From an optimization exercise on the open Yosys and OpenROAD flow, aimed at small area, a short achievable clock period and few clock cycles; shortcuts taken in it are not production practice.
The RTL of this run was laid out without a check of its function.
Power is estimated from default activity; no workload was simulated.

==> design/flow/design.v <==
module fc_layout (
    input  wire [5:0] format,
    output reg  [4:0] w1,
    output reg  [4:0] w2,
    output reg  [4:0] w3,
    output reg  [4:0] w4,
    output reg  [4:0] w5,
    output reg  [4:0] w6,
    output reg  [4:0] w7,
    output reg  [4:0] w8
);
    always @(*) begin
        {w1, w2, w3, w4, w5, w6, w7, w8} = {8{5'd0}};
        case (format)
            6'd63: {w1, w2, w3, w4, w5, w6, w7, w8} =
                {5'd1, 5'd1, 5'd1, 5'd1, 5'd12, 5'd12, 5'd12, 5'd12};
            6'd1: {w1, w2, w3, w4, w5, w6, w7, w8} =
                {5'd1, 5'd1, 5'd1, 5'd1, 5'd1, 5'd1, 5'd1, 5'd1};
            6'd50: {w1, w2, w3, w4, w5, w6, w7, w8} =
                {5'd1, 5'd1, 5'd1, 5'd1, 5'd1, 5'd1, 5'd0, 5'd0};
            6'd10, 6'd20, 6'd30, 6'd40: {w1, w2, w3, w4, w5, w6, w7, w8} =
                {5'd8, 5'd8, 5'd8, 5'd0, 5'd0, 5'd0, 5'd0, 5'd0};
            6'd11, 6'd21, 6'd31, 6'd41: {w1, w2, w3, w4, w5, w6, w7, w8} =
                {5'd8, 5'd8, 5'd8, 5'd12, 5'd12, 5'd0, 5'd0, 5'd0};
            6'd5, 6'd6, 6'd7, 6'd8: {w1, w2, w3, w4, w5, w6, w7, w8} =
                {5'd12, 5'd12, 5'd12, 5'd0, 5'd0, 5'd0, 5'd0, 5'd0};
            default: ;
        endcase
    end
endmodule
module fc_crc6_serial (
    input  wire        clk,
    input  wire        rst,
    input  wire        start,
    input  wire [63:0] data,
    input  wire [7:0]  poly,
    output wire        busy,
    output wire [5:0]  crc
);
    reg [63:0] sh;
    reg [5:0]  r;
    reg [5:0]  p;
    reg [6:0]  cnt;
    wire fb = sh[63] ^ r[5];
    always @(posedge clk) begin
        if (rst) begin
            sh  <= 64'd0;
            r   <= 6'd0;
            p   <= 6'd0;
            cnt <= 7'd0;
        end else if (start) begin
            sh  <= data;
            r   <= 6'd0;
            p   <= poly[5:0];
            cnt <= 7'd64;
        end else if (cnt != 7'd0) begin
            sh  <= {sh[62:0], 1'b0};
            r   <= {r[4:0], 1'b0} ^ (fb ? p : 6'd0);
            cnt <= cnt - 7'd1;
        end
    end
    assign busy = (cnt != 7'd0);
    assign crc  = r;
endmodule
module fc_pack (
    input  wire [5:0]   format,
    input  wire [127:0] values,    
    output reg  [63:0]  word
);
    wire [4:0] w [1:8];
    fc_layout u_layout (
        .format(format),
        .w1(w[1]), .w2(w[2]), .w3(w[3]), .w4(w[4]),
        .w5(w[5]), .w6(w[6]), .w7(w[7]), .w8(w[8])
    );
    integer k;
    reg [6:0]  off;
    reg [15:0] v;
    reg [15:0] m;
    always @(*) begin
        word = {format, 58'd0};
        off  = 7'd58;
        for (k = 1; k <= 8; k = k + 1) begin
            off  = off - {2'b00, w[k]};
            m    = (w[k] == 5'd16) ? 16'hFFFF : ((16'd1 << w[k]) - 16'd1);
            v    = values[16*k-1 -: 16] & m;
            word = word | ({48'd0, v} << off);
        end
    end
endmodule
module fc_unpack (
    input  wire [63:0]  word,
    output wire [5:0]   format,
    output reg  [127:0] values     
);
    wire [4:0] w [1:8];
    assign format = word[63:58];
    fc_layout u_layout (
        .format(word[63:58]),
        .w1(w[1]), .w2(w[2]), .w3(w[3]), .w4(w[4]),
        .w5(w[5]), .w6(w[6]), .w7(w[7]), .w8(w[8])
    );
    integer k;
    reg [6:0]  off;
    reg [63:0] s;
    reg [15:0] m;
    always @(*) begin
        values = 128'd0;
        off    = 7'd58;
        for (k = 1; k <= 8; k = k + 1) begin
            off = off - {2'b00, w[k]};
            m   = (w[k] == 5'd16) ? 16'hFFFF : ((16'd1 << w[k]) - 16'd1);
            s   = word >> off;
            values[16*k-1 -: 16] = s[15:0] & m;
        end
    end
endmodule
module frame_coproc (
    input  wire        clk,
    input  wire        rst,
    input  wire        bus_we,
    input  wire [7:0]  bus_addr,
    input  wire [31:0] bus_wdata,
    output reg  [31:0] bus_rdata,
    input  wire [7:0]  rx_count,
    input  wire [7:0]  rx_data,
    output reg         rx_pop,
    output reg         rx_flush,
    output wire        tx_valid,
    output wire [7:0]  tx_data,
    input  wire        tx_ready
);
    localparam [3:0] R_OK        = 4'd0;
    localparam [3:0] R_MISMATCH  = 4'd1;
    localparam [3:0] R_EXHAUSTED = 4'd3;
    localparam [3:0] R_NO_DATA   = 4'd4;
    localparam [3:0] R_ILLEGAL   = 4'd5;
    localparam [2:0] C_NOP     = 3'd0;
    localparam [2:0] C_CRC6    = 3'd1;
    localparam [2:0] C_LAYOUT  = 3'd2;
    localparam [2:0] C_ENCODE  = 3'd3;
    localparam [2:0] C_DECODE  = 3'd4;
    localparam [2:0] C_SEND    = 3'd5;
    localparam [2:0] C_RECV    = 3'd6;
    localparam [2:0] C_RESYNC  = 3'd7;
    localparam [2:0] S_IDLE = 3'd0;
    localparam [2:0] S_EXEC = 3'd1;
    localparam [2:0] S_SEED = 3'd2;
    localparam [2:0] S_CRC  = 3'd3;
    localparam [2:0] S_SEND = 3'd4;
    localparam [7:0]  FRAME_POLY = 8'h3F;
    localparam [5:0]  ATTEMPTS   = 6'd32;
    localparam [31:0] CONFIG     = {8'd0, FRAME_POLY, 2'b00, ATTEMPTS, 8'd0};
    reg [63:0]  op_word;
    reg [7:0]   op_poly;
    reg [5:0]   op_format;
    reg [127:0] op_fields;
    reg [3:0]   result;
    reg [5:0]   res_crc;
    reg [63:0]  res_frame;
    reg [31:0]  res_layout_a;
    reg [31:0]  res_layout_b;
    reg [5:0]   pf_format;
    reg [127:0] pf_fields;
    reg [63:0]  rx_word;
    reg [5:0]   rx_checks;
    reg [2:0]   state;
    reg [2:0]   cmd;
    reg         cmd_illegal;
    reg [63:0]  wreg;        
    reg [5:0]   attempts;
    reg [3:0]   k;
    wire busy = (state != S_IDLE);
    reg         crc_start;
    reg  [63:0] crc_data;
    reg  [7:0]  crc_poly;
    wire        crc_busy;
    wire [5:0]  crc_out;
    fc_crc6_serial u_crc (
        .clk(clk), .rst(rst), .start(crc_start), .data(crc_data),
        .poly(crc_poly), .busy(crc_busy), .crc(crc_out)
    );
    wire [63:0] packed_word;
    fc_pack u_pack (.format(op_format), .values(op_fields), .word(packed_word));
    wire [5:0]   dec_format;
    wire [127:0] dec_fields;
    fc_unpack u_unpack (.word(wreg), .format(dec_format), .values(dec_fields));
    wire [4:0] lw1, lw2, lw3, lw4, lw5, lw6, lw7, lw8;
    fc_layout u_layout (
        .format(op_format),
        .w1(lw1), .w2(lw2), .w3(lw3), .w4(lw4),
        .w5(lw5), .w6(lw6), .w7(lw7), .w8(lw8)
    );
    wire        crc_match = (crc_out == wreg[5:0]);
    wire [63:0] shifted   = {wreg[55:0], rx_data};
    wire [5:0]  att_next  = attempts + 6'd1;
    assign tx_valid = (state == S_SEND);
    assign tx_data  = wreg[63:56];
    wire cmd_write = bus_we && (bus_addr[7:2] == 6'h00);
    always @(*) begin
        case (bus_addr[7:2])
            6'h01: bus_rdata = {23'd0, busy, 4'd0, result};
            6'h02: bus_rdata = CONFIG;
            6'h04: bus_rdata = op_word[63:32];
            6'h05: bus_rdata = op_word[31:0];
            6'h06: bus_rdata = {24'd0, op_poly};
            6'h07: bus_rdata = {26'd0, op_format};
            6'h08: bus_rdata = {16'd0, op_fields[15:0]};
            6'h09: bus_rdata = {16'd0, op_fields[31:16]};
            6'h0A: bus_rdata = {16'd0, op_fields[47:32]};
            6'h0B: bus_rdata = {16'd0, op_fields[63:48]};
            6'h0C: bus_rdata = {16'd0, op_fields[79:64]};
            6'h0D: bus_rdata = {16'd0, op_fields[95:80]};
            6'h0E: bus_rdata = {16'd0, op_fields[111:96]};
            6'h0F: bus_rdata = {16'd0, op_fields[127:112]};
            6'h20: bus_rdata = {26'd0, res_crc};
            6'h21: bus_rdata = res_frame[63:32];
            6'h22: bus_rdata = res_frame[31:0];
            6'h23: bus_rdata = res_layout_a;
            6'h24: bus_rdata = res_layout_b;
            6'h25: bus_rdata = {26'd0, pf_format};
            6'h26: bus_rdata = {16'd0, pf_fields[15:0]};
            6'h27: bus_rdata = {16'd0, pf_fields[31:16]};
            6'h28: bus_rdata = {16'd0, pf_fields[47:32]};
            6'h29: bus_rdata = {16'd0, pf_fields[63:48]};
            6'h2A: bus_rdata = {16'd0, pf_fields[79:64]};
            6'h2B: bus_rdata = {16'd0, pf_fields[95:80]};
            6'h2C: bus_rdata = {16'd0, pf_fields[111:96]};
            6'h2D: bus_rdata = {16'd0, pf_fields[127:112]};
            6'h2E: bus_rdata = rx_word[63:32];
            6'h2F: bus_rdata = rx_word[31:0];
            6'h30: bus_rdata = {26'd0, rx_checks};
            default: bus_rdata = 32'd0;
        endcase
    end
    always @(posedge clk) begin
        if (rst) begin
            op_word   <= 64'd0;
            op_poly   <= 8'd0;
            op_format <= 6'd0;
            op_fields <= 128'd0;
        end else if (bus_we) begin
            case (bus_addr[7:2])
                6'h04: op_word[63:32]      <= bus_wdata;
                6'h05: op_word[31:0]       <= bus_wdata;
                6'h06: op_poly             <= bus_wdata[7:0];
                6'h07: op_format           <= bus_wdata[5:0];
                6'h08: op_fields[15:0]     <= bus_wdata[15:0];
                6'h09: op_fields[31:16]    <= bus_wdata[15:0];
                6'h0A: op_fields[47:32]    <= bus_wdata[15:0];
                6'h0B: op_fields[63:48]    <= bus_wdata[15:0];
                6'h0C: op_fields[79:64]    <= bus_wdata[15:0];
                6'h0D: op_fields[95:80]    <= bus_wdata[15:0];
                6'h0E: op_fields[111:96]   <= bus_wdata[15:0];
                6'h0F: op_fields[127:112]  <= bus_wdata[15:0];
                default: ;
            endcase
        end
    end
    always @(*) begin
        crc_start = 1'b0;
        crc_data  = wreg & ~64'h3F;
        crc_poly  = FRAME_POLY;
        rx_pop    = 1'b0;
        rx_flush  = 1'b0;
        case (state)
            S_EXEC: begin
                if (!cmd_illegal) begin
                    case (cmd)
                        C_CRC6: begin
                            crc_start = 1'b1;
                            crc_data  = op_word;
                            crc_poly  = op_poly;
                        end
                        C_ENCODE: begin
                            crc_start = 1'b1;
                            crc_data  = packed_word;
                        end
                        C_DECODE: begin
                            crc_start = 1'b1;
                            crc_data  = op_word & ~64'h3F;
                        end
                        default: ;
                    endcase
                end
            end
            S_SEED: begin
                rx_pop = 1'b1;
                if (k == 4'd7) begin
                    crc_start = 1'b1;
                    crc_data  = shifted & ~64'h3F;
                end
            end
            S_CRC: begin
                if (!crc_busy) begin
                    if (cmd == C_RECV) begin
                        rx_flush = !crc_match;
                    end else if (cmd == C_RESYNC && !crc_match) begin
                        if (rx_count != 8'd0) begin
                            rx_pop = 1'b1;
                            if (att_next == ATTEMPTS) begin
                                rx_flush = 1'b1;
                            end else begin
                                crc_start = 1'b1;
                                crc_data  = shifted & ~64'h3F;
                            end
                        end else begin
                            rx_flush = 1'b1;
                        end
                    end
                end
            end
            default: ;
        endcase
    end
    always @(posedge clk) begin
        if (rst) begin
            state        <= S_IDLE;
            cmd          <= C_NOP;
            cmd_illegal  <= 1'b0;
            wreg         <= 64'd0;
            attempts     <= 6'd0;
            k            <= 4'd0;
            result       <= R_OK;
            res_crc      <= 6'd0;
            res_frame    <= 64'd0;
            res_layout_a <= 32'd0;
            res_layout_b <= 32'd0;
            pf_format    <= 6'd0;
            pf_fields    <= 128'd0;
            rx_word      <= 64'd0;
            rx_checks    <= 6'd0;
        end else begin
            case (state)
                S_IDLE: begin
                    if (cmd_write) begin
                        cmd         <= bus_wdata[2:0];
                        cmd_illegal <= (bus_wdata[31:3] != 29'd0);
                        state       <= S_EXEC;
                    end
                end
                S_EXEC: begin
                    if (cmd_illegal) begin
                        result <= R_ILLEGAL;
                        state  <= S_IDLE;
                    end else begin
                        case (cmd)
                            C_NOP: begin
                                result <= R_OK;
                                state  <= S_IDLE;
                            end
                            C_LAYOUT: begin
                                res_layout_a <= {3'd0, lw4, 3'd0, lw3, 3'd0, lw2, 3'd0, lw1};
                                res_layout_b <= {3'd0, lw8, 3'd0, lw7, 3'd0, lw6, 3'd0, lw5};
                                result <= R_OK;
                                state  <= S_IDLE;
                            end
                            C_CRC6: state <= S_CRC;
                            C_ENCODE: begin
                                wreg  <= packed_word;
                                state <= S_CRC;
                            end
                            C_DECODE: begin
                                wreg  <= op_word;
                                state <= S_CRC;
                            end
                            C_SEND: begin
                                wreg  <= op_word;
                                k     <= 4'd0;
                                state <= S_SEND;
                            end
                            default: begin   
                                if (rx_count < 8'd8) begin
                                    result <= R_NO_DATA;
                                    state  <= S_IDLE;
                                end else begin
                                    k     <= 4'd0;
                                    state <= S_SEED;
                                end
                            end
                        endcase
                    end
                end
                S_SEED: begin
                    wreg <= shifted;
                    k    <= k + 4'd1;
                    if (k == 4'd7) begin
                        attempts <= 6'd0;
                        state    <= S_CRC;
                    end
                end
                S_SEND: begin
                    if (tx_ready) begin
                        wreg <= {wreg[55:0], 8'd0};
                        k    <= k + 4'd1;
                        if (k == 4'd7) begin
                            result <= R_OK;
                            state  <= S_IDLE;
                        end
                    end
                end
                S_CRC: begin
                    if (!crc_busy) begin
                        case (cmd)
                            C_CRC6: begin
                                res_crc <= crc_out;
                                result  <= R_OK;
                                state   <= S_IDLE;
                            end
                            C_ENCODE: begin
                                res_frame <= wreg | {58'd0, crc_out};
                                result    <= R_OK;
                                state     <= S_IDLE;
                            end
                            C_DECODE: begin
                                pf_format <= dec_format;
                                pf_fields <= dec_fields;
                                result    <= crc_match ? R_OK : R_MISMATCH;
                                state     <= S_IDLE;
                            end
                            C_RECV: begin
                                pf_format <= dec_format;
                                pf_fields <= dec_fields;
                                rx_word   <= wreg;
                                rx_checks <= 6'd1;
                                result    <= crc_match ? R_OK : R_MISMATCH;
                                state     <= S_IDLE;
                            end
                            default: begin   
                                if (crc_match) begin
                                    pf_format <= dec_format;
                                    pf_fields <= dec_fields;
                                    rx_word   <= wreg;
                                    rx_checks <= att_next;
                                    result    <= R_OK;
                                    state     <= S_IDLE;
                                end else if (rx_count != 8'd0) begin
                                    wreg     <= shifted;
                                    attempts <= att_next;
                                    if (att_next == ATTEMPTS) begin
                                        rx_word   <= shifted;
                                        rx_checks <= att_next;
                                        result    <= R_EXHAUSTED;
                                        state     <= S_IDLE;
                                    end
                                end else begin
                                    rx_word   <= wreg;
                                    rx_checks <= att_next;
                                    result    <= R_EXHAUSTED;
                                    state     <= S_IDLE;
                                end
                            end
                        endcase
                    end
                end
                default: state <= S_IDLE;
            endcase
        end
    end
endmodule
==> design/flow/run.sh <==
#!/bin/bash
# synth_recipe.tcl (not shown) runs the flow's synth.tcl, then flattens the netlist and writes it again
# the make line also repeats each setting of config.mk as NAME=value (left out here)
make -C /OpenROAD-flow-scripts/flow DESIGN_CONFIG=/design/flow/config.mk WORK_HOME=/design/flow/orfs CLKGATE_MAP_FILE= SYNTH_SCRIPT=/design/flow/synth_recipe.tcl finish
==> design/flow/config.mk <==
export PLATFORM = sky130hd
export DESIGN_NAME = frame_coproc
export DESIGN_NICKNAME = frame_coproc
export VERILOG_FILES = /design/flow/design.v
export SDC_FILE = /design/flow/constraint.sdc
export NUM_CORES = 4
export LEC_CHECK = 0
export CAP_MARGIN = 20
export CORE_MARGIN = 2
export CORE_UTILIZATION = 25
export PLACE_DENSITY = 0.5
export SLEW_MARGIN = 20
==> design/flow/constraint.sdc <==
create_clock -name core_clock -period 10.0 [get_ports {clk}]
set_input_delay 2.0000 -clock core_clock [delete_from_list [all_inputs] [get_ports {clk}]]
set_output_delay 2.0000 -clock core_clock [all_outputs]
set_load 0.01 [all_outputs]
==> impl_metrics.env <==
export IMPL_totalNegativeSetupSlack_ps=0
export IMPL_gp_congestion=1.05
export IMPL_syn_num_nets=8423
export IMPL_muxShareOfSynthArea_pct=14.9
export IMPL_fmaxAchievable_ghz=0.105
export IMPL_detailed_place_area_sq_um=63800
export IMPL_grt_antenna_before_repair=44
export IMPL_postCtsSetupBuffers=0
export IMPL_initialDrtViolationCount=12200
export IMPL_combinational_family_with_the_most_area_after_synthesis="compound AO/OA/AOI/OAI gates"
export IMPL_cp_startpoint="u_pack.w[1][2]$_SDFF_PP0_"
export IMPL_cts_max_level=3
export IMPL_layoutNonFillerInstCount=11200
export IMPL_netlist_area_sq_um=59100
export IMPL_placeableCoreArea_sq_um=235000
export IMPL_insertion_delay_ps=720
export IMPL_grtUsageTotal_pct=32.5
export IMPL_synth_cell_types=102
export IMPL_fillCellCount=25600
export IMPL_final_critical_path_required_period_ps=9510
export IMPL_power_per_cell_area_nw_per_um2=144
export IMPL_hold_slack_ps=452
export IMPL_hpwl_mm=303
export IMPL_detail_route_wirelength_mm=412
export IMPL_drt_first_pass_iters=9
export IMPL_maxSlewHeadroom_pct=10.7
export IMPL_area_growth_synth_to_final_pct=13.0
export IMPL_cts_root_buf="clkbuf_16"
export IMPL_hp_start="rx_checks[3]$_SDFFE_PP0P_"
export IMPL_holdBufCountCts=0
export IMPL_rrSetupSlack_ps=490
export IMPL_post_synth_and_or_nand_nor_area_fraction_pct=22.5
export IMPL_finalInstanceArea_sq_um=66700
export IMPL_pin_count_of_the_biggest_net_entering_global_routing=158
export IMPL_routed_via_count=71200
export IMPL_die_area_sq_um=240000
export IMPL_peakVddDrop_mv=0.176
export IMPL_reg2reg_depth=32
export IMPL_asyncSetResetFlopFracSynth_pct=0
export IMPL_power_switching_w=0.00399
export IMPL_clockBufferDepth=3
export IMPL_seq_area_frac_synth_pct=22.7
export IMPL_cp_arrival_ps=10060
export IMPL_crit_end_category="register"
export IMPL_dr_drc_count=0
export IMPL_yosys_warnings=5
export IMPL_detail_route_antenna_nets=0
export IMPL_crit_reg2reg_capture="u_unpack.w[4][3]$_DFF_P_"
export IMPL_compound_gate_portion_of_the_synthesized_area_pct=30.4
export IMPL_post_synth_xor_area_fraction_pct=1.89
export IMPL_clockPowerShare_pct=33.6
export IMPL_critical_path_reg2reg_startpoint="u_pack.w[1][2]$_SDFF_PP0_"
export IMPL_min_to="rx_checks[3]$_SDFFE_PP0P_"
export IMPL_chipHeight_microns=490
export IMPL_min_path_cells=2
export IMPL_avgSynthCellArea_sq_um=7.11
export IMPL_power_share_combinational_pct=36.0
export IMPL_finalClockSkew_ps=38.1
export IMPL_classification_of_the_worst_setup_path="reg2reg"
export IMPL_pin_count=103
export IMPL_cells_after_synth=8301
export IMPL_critical_path_max_stage_delay_ps=670
export IMPL_cts_num_sinks=671
export IMPL_vias_in_the_first_global_route=63700
export IMPL_critical_path_peak_fanout=18
export IMPL_rsz0062_at_grt="false"
export IMPL_number_of_flip_flops_and_latches_in_the_synthesized_netlist=671
export IMPL_hold_viol=0
export IMPL_placement_io_buffers=100
export IMPL_timing_max_transition_violations_final=0
export IMPL_final_setup_violations=0
export IMPL_worst_setup_hold_path_clk_slew_ps=60
export IMPL_synth_main_ff_cell="dfxtp_1"
export IMPL_p_sw_share_pct=41.5
export IMPL_floorplan_rows=178
export IMPL_status="no timing/DRC/antenna violations"
export IMPL_number_of_enable_type_register_cells_in_the_synthesized_netlist=0
export IMPL_overflow=0
export IMPL_floorplan_die_width_microns=490
export IMPL_post_place_cells=11100
export IMPL_fin_crit_sh_pct=95.1
export IMPL_timing_critical_path_from_type="register"
export IMPL_cts_repair_resized=0
export IMPL_first_pass_grt_wire_length_mm=553
export IMPL_fraction_of_final_layout_cells_with_drive_strength_greater_than_1_pct=11.6
export IMPL_worst_slew_pin_transition_ps=1340
export IMPL_total_leakage_power_nw=22.0
export IMPL_initial_core_util_pct=25.1
export IMPL_synth_adder_area_share_pct=1.33
export IMPL_avgViaCountPerCell=6.35
export IMPL_mean_routed_wirelength_per_cell_microns=36.7
export IMPL_tritoncts_clock_tree="yes"
export IMPL_power_frac_seq_pct=30.4
export IMPL_timing_critical_path_required_ps=10550
export IMPL_drv_cap=0
export IMPL_p_int_w=0.00561
export IMPL_min_delay_path_class="reg2reg"
export IMPL_finish_net_count=8108
export IMPL_cpMaxStageDelayCell="a211oi_2"
export IMPL_cts_made_buffers=81
worst max-delay path: cells and delay by family (launching register included):
kind                       cells  cell delay [ps]
AOI/OAI and AO/OA              7             2480
xor gates and xnor gates       5              970
adders and majority gates      6             2200
buffers and inverters         11             2120
DFF                            1              320
and+or+nand+nor                3             1230
layout make-up:
class                           instances  area, sq um  share of cell area [%]
Clock buffer                          108         2300                    3.45
Clock inverter                         37          485                   0.728
Sequential cell                       671        13400                    20.2
Multi-Input combinational cell       6672        42500                    63.6
Tap cell                             3150         3940                    5.91
Timing Repair Buffer                  441         3600                    5.40
Inverter                              119          447                   0.669
Antenna cell                           18         45.0                  0.0675
layout by cell type (no fill, tap or decap), drive strengths merged, types with 29 or more instances in the layout:
master / instances
dfxtp: 671
mux2: 124
o211ai: 160
nor4: 49
o221ai: 48
a211oi: 228
nor2: 826
o21a: 32
o21ai: 519
nand2b: 54
buf: 339
a311oi: 34
a22oi: 220
and3: 53
nor3: 187
and2: 36
a22o: 50
nand4: 58
inv: 115
xnor2: 65
clkbuf: 110
nand2: 1369
mux2i: 441
o22ai: 52
a221oi: 121
or3: 39
a32oi: 39
nand3: 253
nor2b: 63
ha: 62
a21oi: 852
a31oi: 76
or2: 38
clkinv: 29
clkdlybuf4s50: 99
mux4: 133
per-stage QoR:
stage	utilization, %	total power [W]	worst slack, ps
after floorplan	-	0.00484	15.0
after global placement	27.1	0.00626	307
after detailed placement	27.2	0.00627	666
after CTS	28.3	0.00945	645
after global routing	28.4	0.00977	201
final	28.4	0.00960	488
sequential cells by signal, summed over array words and instances, names as in the netlist, 7 cells and up:
| register | count |
|---|---|
| op_fields | 128 |
| op_poly | 8 |
| op_word | 64 |
| pf_fields | 128 |
| res_frame | 64 |
| rx_word | 64 |
| u_crc.cnt | 7 |
| u_crc.sh | 64 |
| u_pack.w | 8 |
| u_unpack.w | 8 |
| wreg | 64 |
metal layers:
metal / vias to the layer above / track usage (%) / routed length, microns
li1: 30000 / - / -
met1: 35200 / 43.0 / 166000
met2: 4939 / 46.1 / 166000
met3: 1057 / 8.17 / 45000
met4: 14 / 22.0 / 34000
met5: - / 0 / 93
worst max-delay path by stage:
stage	end	slack, ps	depth (start not counted)
after floorplan	u_unpack.w[4][3]$_DFF_P_	10	45
after global placement	u_unpack.w[1][2]$_SDFF_PP0_	310	31
after detailed placement	u_unpack.w[5][3]$_DFF_P_	670	32
after CTS	u_unpack.w[4][3]$_DFF_P_	650	32
after global routing	u_unpack.w[4][3]$_DFF_P_	200	32
final	u_unpack.w[4][3]$_DFF_P_	490	32
cell usage after synthesis, types with 52 or more instances:
cell type	n	share of area [%]
nand2_1	1367	8.7
a21oi_1	852	7.2
nor2_1	824	5.2
clkbuf_1	720	4.6
dfxtp_1	671	23
o21ai_0	512	4.3
mux2i_1	441	7.5
nand3_1	253	2.1
a211oi_1	228	2.9
a22oi_1	219	2.8
nor3_1	184	1.6
o211ai_1	160	2.0
mux4_2	133	5.1
mux2_2	123	2.3
a221oi_1	121	1.8
inv_1	102	0.65
buf_1	95	0.60
a31oi_1	76	0.81
nor2b_1	63	0.67
ha_1	62	1.3
nand4_1	58	0.61
nand2b_1	54	0.57
and3_1	53	0.56
o22ai_1	52	0.55
power groups by stage:
stage                     logic (W)  registers, W  clock network [W]
after global placement      0.00330       0.00296                  0
after global routing        0.00352       0.00292            0.00334
after CTS                   0.00331       0.00291            0.00324
final                       0.00346       0.00292            0.00322
after floorplan             0.00197       0.00287                  0
after detailed placement    0.00330       0.00296                  0
logic make-up after synthesis:
group | count (synthesis)
compound gates | 2753
xor+xnor | 88
fa+ha+maj | 63
buf+inv | 958
flops | 671
mux | 698
simple gates | 3070

port drivers added, routing unchanged:
How much do the figures lean on ideal ports? The routed layout below was timed once more, with nothing changed but the port constraints.
Step 1: set_driving_cell puts a clkbuf_16 on clk and a buf_2 on each other input, an assumption about the parent block.
Step 2 moves the port delays by t, midway between the first and last clock arrival at a register: inputs arrive t later, outputs are due t later. That takes back most of the time a late clock gives input paths.
Three values: ideal, step 1, step 2; two values: the first two.
t, ns: 0.786
slack for setup (ns): 0.488 / 0.488 / 0.488
worst hold slack (ns): 0.452 / 0.452 / 0.452
latest minus earliest clock arrival (ns): 0.038 / 0.039
After both steps setup and hold are still met in this run. The setup slack of this run moves by 0.000 ns with the drivers and by 0.000 ns with both steps.
